Background: an optimization exercise with open tools, aiming at small area, a short achievable clock period and few clock cycles. Do not read the settings as production practice. In this exercise RTL edits were held to simulation tests only and were not proved equivalent to the original. Power and IR drop assume default switching activity.

// sidc
module sidc (
    input  wire        clk,
    input  wire        rst,       
    input  wire        req,
    input  wire        we,
    input  wire        wide,      
    input  wire [10:0] addr,
    input  wire [31:0] wdata,
    output reg         ack,
    output reg         err,
    output reg  [31:0] rdata
);
Size in the first run: roughly 11,000 cells after synthesis, about 2,500 flip-flops, ~82 I/O pins.
export LEC_CHECK = 0
export CAP_MARGIN = 25
export CORE_MARGIN = 2
export CORE_UTILIZATION = 30
export CTS_BUF_LIST = sky130_fd_sc_hd__clkbuf_8
export CTS_CLUSTER_DIAMETER = 60
export CTS_CLUSTER_SIZE = 12
export PLACE_DENSITY = 0.45
export SETUP_SLACK_MARGIN = 5.0
export SLEW_MARGIN = 30
create_clock -name core_clock -period 10.0 [get_ports {clk}]
standard.sh (not shown) runs the stock make flow with config.mk's settings and CLKGATE_MAP_FILE= SYNTH_SCRIPT=/design/flow/synth_recipe.tcl, a recipe that flattens the netlist after the stock synthesis.
==> flow/flow/run.sh <==
#!/bin/bash
# Own layout flow: the standard ORFS flow (standard.sh), with two changes:
# the buffers ORFS puts on the input and output ports are buf_4 cells
# (buffer_ports otherwise picks slow delay cells such as clkdlybuf4s50_1), and
# the antenna repair after detailed routing may take up to 10 rounds instead
# of 5. Everything make prints goes to standard.log; ORFS keeps each step's
# own log under orfs/logs/.
set -euo pipefail
export BUFFER_PORTS_ARGS="-buffer_cell sky130_fd_sc_hd__buf_4"
export MAX_REPAIR_ANTENNAS_ITER_DRT=10
bash standard.sh > standard.log 2>&1
The first run produced a clean layout.
Testbench counts at the start, summed over its fixed seeds: cycles 15,094.
Rerun with:
CAP_MARGIN = 30   (was 25)
CTS_CLUSTER_SIZE = 10   (was 12)
SETUP_SLACK_MARGIN = 4.5   (was 5.0)
SLEW_MARGIN = 40   (was 30)
What happened:
- The changed run produced a clean layout
- clock-buffer cell count went up by 10
- utilization fell by 0.79 points
- final cell count decreases by 0.63%
- first-iteration DRC count barely changes
Rerun with:
CAP_MARGIN = 25   (was 30)
CORE_UTILIZATION = 25   (was 30)
CTS_CLUSTER_SIZE = 12   (was 10)
PLACE_DENSITY = 0.4   (was 0.45)
SLEW_MARGIN = 30   (was 40)
Outcome: The changed run finished clean; power climbs by 2.4%; hold slack hardly moves; worst setup slack improved by 20 ps; wire length climbs by 1.7%; count of clock-buffer cells in the layout climbs by 3; final area stays flat; die area climbs by 20%; combinational power barely changes; first-iteration DRC count drops by 8.3%.
Rerun with:
CORE_UTILIZATION = 30   (was 25)
PLACE_DENSITY = 0.45   (was 0.4)
The new run ran to the end with no violations.
Register-to-register slack improves by 90 ps.
Routed wire length is lower by 1.8%.
Final area is about the same.
Rerun with:
SETUP_SLACK_MARGIN = 4.8   (was 4.5)
What happened: The new run completed with no timing, DRC or antenna violations. Non-clock buffer count climbs by 34. Worst setup slack loses 190 ps. Count of clock-buffer cells in the layout came out higher by 1. Power barely changes. Clock power falls slightly. Sequential share of layout area fell by 0.19 points. Clock skew rises by 34 ps.

## the previous run
sidc again, from the RTL that the note above started with.
Settings: LEC_CHECK=0, CAP_MARGIN=30, CORE_MARGIN=2, CORE_UTILIZATION=30, CTS_BUF_LIST=sky130_fd_sc_hd__clkbuf_8, CTS_CLUSTER_DIAMETER=60, CTS_CLUSTER_SIZE=10, PLACE_DENSITY=0.45, SETUP_SLACK_MARGIN=4.2, SLEW_MARGIN=40; clock period 10.0 ns.
Scripts as last shown in full above: flow/flow/run.sh
Testbench counts of the previous run, summed over its fixed seeds: cycles 15,094.
[inputs] the current run vs the previous run
Settings: CAP_MARGIN: 30 -> 25; SETUP_SLACK_MARGIN: 4.2 -> 4.5; PLACE_DENSITY: 0.45 -> 0.75; CTS_CLUSTER_SIZE: 10 -> 12; SLEW_MARGIN: 40 -> 30.
- The number of optimization iterations in the first detailed-route pass number comes out lower for the previous run vs the current run.
- Compared with the previous run, the current run shows power that has gone up by a few percent.
- As of the current run, final standard cell area without fillers had risen by a few percent compared to the previous run.
- The current run ends up with a clock latency on the worst-skew pair that is 0.02 ns higher than in the previous run.
- When the final numbers for the previous run and the current run were put side by side, the global-route usage over all layers turned out to be smaller in the previous run.
- Taking the previous run as the reference, in the current run setup slack now larger, clock network fraction of design power now smaller.
- Between the current run and the previous run, it is the current run whose ratio of cells with drive above 1 in the final layout is higher, by 2.1 points.
- The current run against the previous run: DRC violation count after routing essentially unchanged; clock-buffer cell count went down; area of the core about even.

== 10-27 ==
sidc again, from the RTL that the note above started with.
export LEC_CHECK = 0
export CAP_MARGIN = 25
export CORE_MARGIN = 2
export CORE_UTILIZATION = 30
export CTS_BUF_LIST = sky130_fd_sc_hd__clkbuf_8
export CTS_CLUSTER_DIAMETER = 60
export CTS_CLUSTER_SIZE = 12
export PLACE_DENSITY = 0.65
export SETUP_SLACK_MARGIN = 4.5
export SLEW_MARGIN = 30
create_clock -name core_clock -period 10.0 [get_ports {clk}]
Scripts as last shown in full above: flow/flow/run.sh
Testbench counts of 10-27, summed over its fixed seeds: cycles 15,094.
## Diff of input files: 03-08 against 10-27
- PLACE_DENSITY now 0.55, was 0.65
Findings:
03-08 was carried through to the last stage, and its layout satisfied the timing, design-rule and antenna checks.
STATUS wire length of the first global-routing pass: 03-08 wins against 10-27
Detailed-route wire length sits lower in 03-08 than in 10-27.
Total power ended up 860 uW higher on 03-08 than on 10-27.
The final critical path time including I/O delays and setup in 03-08 sits 24 ps above the value recorded for 10-27.
Between 10-27 and 03-08, the flow reports total clock buffers created by CTS decreasing slightly.
Against 10-27, 03-08 reports a global-route usage that is lower.
Relative to 10-27, the number of setup buffers added after CTS measured on 03-08 has decreased by more than 10%.
Compared 03-08 against 10-27; endpoint arrival time on the critical path within noise.
Sort 03-08 and 10-27 by setup slack at placement, descending, and 10-27 comes first.
In the flow results for 03-08 and 10-27, the power drawn by the combinational cells is larger on 03-08.

-- afterwards: timing with drivers on the ports --
The flow's constraints put no driver on any port. The routed layouts listed below were extracted and timed again, unchanged, in two steps.
Step 1, drivers: a clkbuf_16 drives clk and a buf_2 each remaining input, both assumed.
Step 2 moves the port delays by t, midway between the first and last clock arrival at a register: inputs arrive t later, outputs are due t later. That takes back most of the time a late clock gives input paths.
a / b / c = no drivers / after step 1 / after step 2; a / b = the first two.
run	t, ns	slack for setup (ns)	worst setup path at the end	worst data-port slew with drivers (ns)
the first run of note 1	1.353	3.990 / 4.020 / 2.680	input to register	0.30
the second run of note 1	1.325	4.057 / 4.093 / 2.768	input to register	0.27
the third run of note 1	1.375	4.077 / 4.040 / 2.665	input to register	0.30
the fourth run of note 1	1.308	4.175 / 4.173 / 2.865	input to register	0.23
the fifth run of note 1	1.343	3.980 / 3.980 / 2.670	input to register	0.29
the previous run	1.328	3.990 / 4.061 / 2.733	input to register	0.13
the current run	1.339	4.122 / 4.192 / 2.853	input to register	0.17
10-27	1.262	4.133 / 4.192 / 2.930	input to register	0.15
03-08	1.258	4.109 / 4.165 / 2.907	input to register	0.16
After both steps setup and hold are still met in every run listed. The setup slack of the third run of note 1, which loses most, moves by -0.037 ns with the drivers and by -1.412 ns with both steps.
